This is an optimization exercise on Yosys and OpenROAD, whose aim is small area, a short achievable clock period and few clock cycles per item, not a production implementation. Only simulation tests tie the RTL to the original design; equivalence was not proved. Power and IR drop assume default switching activity.

// mete
module mete (
    input  wire        clk,
    input  wire        rst,
    input  wire        bus_sel,
    input  wire        bus_we,
    input  wire [7:2]  bus_addr,
    input  wire [31:0] bus_wdata,
    output wire [31:0] bus_rdata,
    output wire        bus_ack,
    output wire        irq
);
==> flow/config.mk <==
export PLATFORM = sky130hd
export DESIGN_NAME = mete
export DESIGN_NICKNAME = mete
export VERILOG_FILES = /design/flow/design.v
export SDC_FILE = /design/flow/constraint.sdc
export NUM_CORES = 4
export LEC_CHECK = 0
export ABC_AREA = 1
export CAP_MARGIN = 20
export CORE_MARGIN = 2
export CORE_UTILIZATION = 50
export CTS_BUF_LIST = sky130_fd_sc_hd__clkbuf_8
export SLEW_MARGIN = 20
==> flow/constraint.sdc <==
create_clock -name core_clock -period 27.0 [get_ports {clk}]
set_input_delay 5.4000 -clock core_clock [delete_from_list [all_inputs] [get_ports {clk}]]
set_output_delay 5.4000 -clock core_clock [all_outputs]
set_load 0.01 [all_outputs]
standard.sh (not shown) runs the stock make flow with config.mk's settings and CLKGATE_MAP_FILE= SYNTH_SCRIPT=/design/flow/synth_recipe.tcl, a recipe that flattens the netlist after the stock synthesis.
==> flow/flow/run.sh <==
#!/bin/bash
# Own layout flow: the standard synthesis and layout (standard.sh), with
# repair_timing asked for a large setup margin so that the layout is timed
# well below the 27 ns clock. The clock, its period and the I/O constraints
# are the design's (constraint.sdc is not changed).
set -euo pipefail
bash standard.sh synth > synth.log 2>&1
bash standard.sh SETUP_SLACK_MARGIN=20 finish > layout.log 2>&1
Testbench counts at the start, summed over its fixed seeds: cycles 189,270, pixels 2,048.
==> next run, changes <==
--- a/flow/design.v
+++ b/flow/design.v
@@ -1334,25 +1334,27 @@
         mul_a = ({32{sm_zr}} & zr) | ({32{sm_ao}} & ao);
         mul_b = ({32{sm_zi}} & zi) | ({32{sm_zr2}} & zr) | ({32{sm_ao}} & ao);
         add_a = ({32{sa_mo}} & mo) | ({32{sa_ao}} & ao) |
                 ({32{sa_hp}} & f_hp) | ({32{sa_x}} & f_x);
         add_b = ({32{sb_nbb}} & {~bb[31], bb[30:0]}) | ({32{sb_bb}} & bb) |
                 ({32{sb_ci}} & c_im) | ({32{sb_cr}} & c_re) |
                 ({32{sb_y}} & f_y) | ({32{sb_hn}} & f_hn);
     end
     wire        m_gt4   = ~ao[31] & (ao[30:0] > 31'h40800000) & (ao[30:0] <= 31'h7F800000);
     wire        chk_now = run & ph[1] & ~first;
     wire        fin_now = chk_now & (m_gt4 | (iter == 8'd255));
     wire        floor_ok = ~det | (cyc == 8'd255);
-    wire        capture = rp;
+    wire        fast_rd = (bus_addr == A_STATUS) | (bus_addr == A_RESULT);
+    wire        st_cap  = bus_sel & ~bus_we & ~ack_q & ~rp & fast_rd;
+    wire        capture = rp | st_cap;
     wire        commit_w = (fin | fin_now) & floor_ok;           
     wire        commit   = commit_w & ~capture;
     wire [7:0]  n_idx   = iter + 8'd1;                          
     wire        z_eq    = (zr == sr) & (zi == si);
     wire        save_pt = (n_idx[3:0] == 4'd0) | (n_idx == 8'd1) | (n_idx == 8'd2) |
                           (n_idx == 8'd4) | (n_idx == 8'd8);
     reg         p_found, p_save;
     always @(posedge clk) begin
         p_found <= run & ph[1] & ~det & sv & z_eq;
         p_save  <= run & ph[1] & ~det & save_pt;
     end
     wire [11:0] dv_t    = {7'd0, dv_p} << dv_k;
@@ -1434,43 +1436,44 @@
             A_THRESH: rdv = THRESH_VALUE;
             default:  rdv = 32'd0;
         endcase
     end
     always @(posedge clk) begin
         rst_q <= rst;
         mexp <= 8'd152 - {3'd0, log2n};
         half <= 16'd1 << (log2n - 5'd1);
         we_q <= bus_we;
         a_q  <= bus_addr;
         wd_q <= bus_wdata[3:0];
         wd_hz <= (bus_wdata[31:4] == 28'd0);
-        rd_q <= rdv;
+        rd_q <= rp ? rdv : (bus_addr[4] ? {23'd0, valid, valid ? inten : 8'd0}
+                                        : {24'd0, errcode, 1'b0, err, done, busy});
     end
     always @(posedge clk) begin
         if (rst_q) begin
             ack_q <= 1'b0; rp <= 1'b0; irq_q <= 1'b0;
             ie_done <= 1'b0; ie_err <= 1'b0; log2n <= 5'd10;
             busy <= 1'b0; done <= 1'b0; err <= 1'b0; errcode <= 4'd0;
             pix_xy <= 32'd0; c_re <= 32'd0; c_im <= 32'd0;
             valid <= 1'b0; dvg <= 1'b0;
             z_re <= 32'd0; z_im <= 32'd0; iter <= 8'd0;
             run <= 1'b0; fin <= 1'b0; first <= 1'b0; xy <= 1'b0; stall <= 1'b0;
             ph <= 6'd0; sv <= 1'b0; det <= 1'b0; dv_run <= 1'b0; relabel <= 1'b0;
             cyc <= 8'd0;
         end else begin
             begin : bus_fsm
                 reg cap;
                 cap = bus_sel & ~ack_q & ~rp & ~(stall & ((bus_addr == A_CRE) | (bus_addr == A_CIM)));
-                ack_q <= (cap & bus_we) | rp;
-                rp    <= cap & ~bus_we;
+                ack_q <= (cap & (bus_we | fast_rd)) | rp;
+                rp    <= cap & ~bus_we & ~fast_rd;
             end
             busy <= n_busy; done <= n_done; err <= n_err; errcode <= n_errcode;
             ie_done <= n_ie_done; ie_err <= n_ie_err;
             irq_q <= (n_done & n_ie_done) | (n_err & n_ie_err);
             if (cyc != 8'd255) cyc <= cyc + 8'd1;
             if (run) begin
                 ph <= {ph[4:0], ph[5]};
                 case (1'b1)
                     ph[5]: begin
                         zi <= ao; z_im <= zi;
                         if (first && xy) c_im <= ao;
                     end
The new run completed without violations.
Design area is higher by 1.1%.
Core utilization increases by 0.59 points.
Global-route usage stays flat.
Power is higher by 4.2%.
Area after synthesis is about the same.
Clock skew increases by 0.036 ns.
Cell count grows by 0.96%.
Die area is about the same.
Non-clock buffer count goes up by 3.
Testbench counts after the change, summed over its fixed seeds: cycles 187,222, pixels 2,048.

========
Starting RTL as in the previous note.
==> flow/design.v (excerpt) <==
module mete (
    input  wire        clk,
    input  wire        rst,
    input  wire        bus_sel,
    input  wire        bus_we,
    input  wire [7:2]  bus_addr,
    input  wire [31:0] bus_wdata,
    output wire [31:0] bus_rdata,
    output wire        bus_ack,
    output wire        irq
);
clock: 27.0 ns
lec_check: 0
abc_area: 1
cap_margin: 20
core_margin: 2
core_utilization: 55
cts_buf_list: sky130_fd_sc_hd__clkbuf_8
slew_margin: 20
Scripts as last shown in full above: flow/flow/run.sh
Testbench counts at the start, summed over its fixed seeds: cycles 189,270, pixels 2,048.
Next try:
--- a/flow/design.v
+++ b/flow/design.v
@@ -1334,25 +1334,27 @@
         mul_a = ({32{sm_zr}} & zr) | ({32{sm_ao}} & ao);
         mul_b = ({32{sm_zi}} & zi) | ({32{sm_zr2}} & zr) | ({32{sm_ao}} & ao);
         add_a = ({32{sa_mo}} & mo) | ({32{sa_ao}} & ao) |
                 ({32{sa_hp}} & f_hp) | ({32{sa_x}} & f_x);
         add_b = ({32{sb_nbb}} & {~bb[31], bb[30:0]}) | ({32{sb_bb}} & bb) |
                 ({32{sb_ci}} & c_im) | ({32{sb_cr}} & c_re) |
                 ({32{sb_y}} & f_y) | ({32{sb_hn}} & f_hn);
     end
     wire        m_gt4   = ~ao[31] & (ao[30:0] > 31'h40800000) & (ao[30:0] <= 31'h7F800000);
     wire        chk_now = run & ph[1] & ~first;
     wire        fin_now = chk_now & (m_gt4 | (iter == 8'd255));
     wire        floor_ok = ~det | (cyc == 8'd255);
-    wire        capture = rp;
+    wire        fast_rd = (bus_addr == A_STATUS) | (bus_addr == A_RESULT);
+    wire        st_cap  = bus_sel & ~bus_we & ~ack_q & ~rp & fast_rd;
+    wire        capture = rp | st_cap;
     wire        commit_w = (fin | fin_now) & floor_ok;           
     wire        commit   = commit_w & ~capture;
     wire [7:0]  n_idx   = iter + 8'd1;                          
     wire        z_eq    = (zr == sr) & (zi == si);
     wire        save_pt = (n_idx[3:0] == 4'd0) | (n_idx == 8'd1) | (n_idx == 8'd2) |
                           (n_idx == 8'd4) | (n_idx == 8'd8);
     reg         p_found, p_save;
     always @(posedge clk) begin
         p_found <= run & ph[1] & ~det & sv & z_eq;
         p_save  <= run & ph[1] & ~det & save_pt;
     end
     wire [11:0] dv_t    = {7'd0, dv_p} << dv_k;
@@ -1434,43 +1436,44 @@
             A_THRESH: rdv = THRESH_VALUE;
             default:  rdv = 32'd0;
         endcase
     end
     always @(posedge clk) begin
         rst_q <= rst;
         mexp <= 8'd152 - {3'd0, log2n};
         half <= 16'd1 << (log2n - 5'd1);
         we_q <= bus_we;
         a_q  <= bus_addr;
         wd_q <= bus_wdata[3:0];
         wd_hz <= (bus_wdata[31:4] == 28'd0);
-        rd_q <= rdv;
+        rd_q <= rp ? rdv : (bus_addr[4] ? {23'd0, valid, valid ? inten : 8'd0}
+                                        : {24'd0, errcode, 1'b0, err, done, busy});
     end
     always @(posedge clk) begin
         if (rst_q) begin
             ack_q <= 1'b0; rp <= 1'b0; irq_q <= 1'b0;
             ie_done <= 1'b0; ie_err <= 1'b0; log2n <= 5'd10;
             busy <= 1'b0; done <= 1'b0; err <= 1'b0; errcode <= 4'd0;
             pix_xy <= 32'd0; c_re <= 32'd0; c_im <= 32'd0;
             valid <= 1'b0; dvg <= 1'b0;
             z_re <= 32'd0; z_im <= 32'd0; iter <= 8'd0;
             run <= 1'b0; fin <= 1'b0; first <= 1'b0; xy <= 1'b0; stall <= 1'b0;
             ph <= 6'd0; sv <= 1'b0; det <= 1'b0; dv_run <= 1'b0; relabel <= 1'b0;
             cyc <= 8'd0;
         end else begin
             begin : bus_fsm
                 reg cap;
                 cap = bus_sel & ~ack_q & ~rp & ~(stall & ((bus_addr == A_CRE) | (bus_addr == A_CIM)));
-                ack_q <= (cap & bus_we) | rp;
-                rp    <= cap & ~bus_we;
+                ack_q <= (cap & (bus_we | fast_rd)) | rp;
+                rp    <= cap & ~bus_we & ~fast_rd;
             end
             busy <= n_busy; done <= n_done; err <= n_err; errcode <= n_errcode;
             ie_done <= n_ie_done; ie_err <= n_ie_err;
             irq_q <= (n_done & n_ie_done) | (n_err & n_ie_err);
             if (cyc != 8'd255) cyc <= cyc + 8'd1;
             if (run) begin
                 ph <= {ph[4:0], ph[5]};
                 case (1'b1)
                     ph[5]: begin
                         zi <= ao; z_im <= zi;
                         if (first && xy) c_im <= ao;
                     end
Result:
- The changed run produced a clean layout
- clock power stays flat
- critical path depth is lower by 2
- total power is higher by 0.37%
- clock-buffer cell count is lower by 15
- final area hardly moves
- wire length is lower by 3.4%
- worst hold slack gets worse by 0.013 ns
- area after synthesis barely changes
- synthesized cell count is higher by 1.2%
- setup slack gets better by 0.19 ns
- cell count is higher by 0.39%
Testbench counts after the change, summed over its fixed seeds: cycles 187,222, pixels 2,048.

afterwards: timing with drivers on the ports:
No port has a modelled driver above. Below, the same layouts with a new extraction and two added sets of constraints. Step 1: set_driving_cell puts a clkbuf_16 on clk and a buf_2 on each other input, an assumption about the parent block. Step 2 moves the port delays by t, midway between the first and last clock arrival at a register: inputs arrive t later, outputs are due t later. That takes back most of the time a late clock gives input paths. Three values: ideal, step 1, step 2; two values: the first two.
run | shift t [ns] | setup WS [ns] | clock arrival spread, ns | slew at the worst register clock pin (ns) | cell pins on the clock port's net
the first run of note 1 | 0.941 | 20.050 / 19.976 / 19.582 | 0.056 / 0.056 | 0.07 / 0.07 | 1
the second run of note 1 | 0.935 | 20.068 / 19.996 / 19.394 | 0.095 / 0.096 | 0.07 / 0.07 | 1
the first run of note 2 | 0.975 | 19.905 / 19.822 / 19.859 | 0.082 / 0.082 | 0.09 / 0.09 | 1
the second run of note 2 | 0.905 | 20.098 / 20.021 / 19.456 | 0.091 / 0.091 | 0.07 / 0.07 | 1
After both steps every run listed still meets setup and hold. The setup slack of the second run of note 1, which loses most, moves by -0.072 ns with the drivers and by -0.674 ns with both steps.
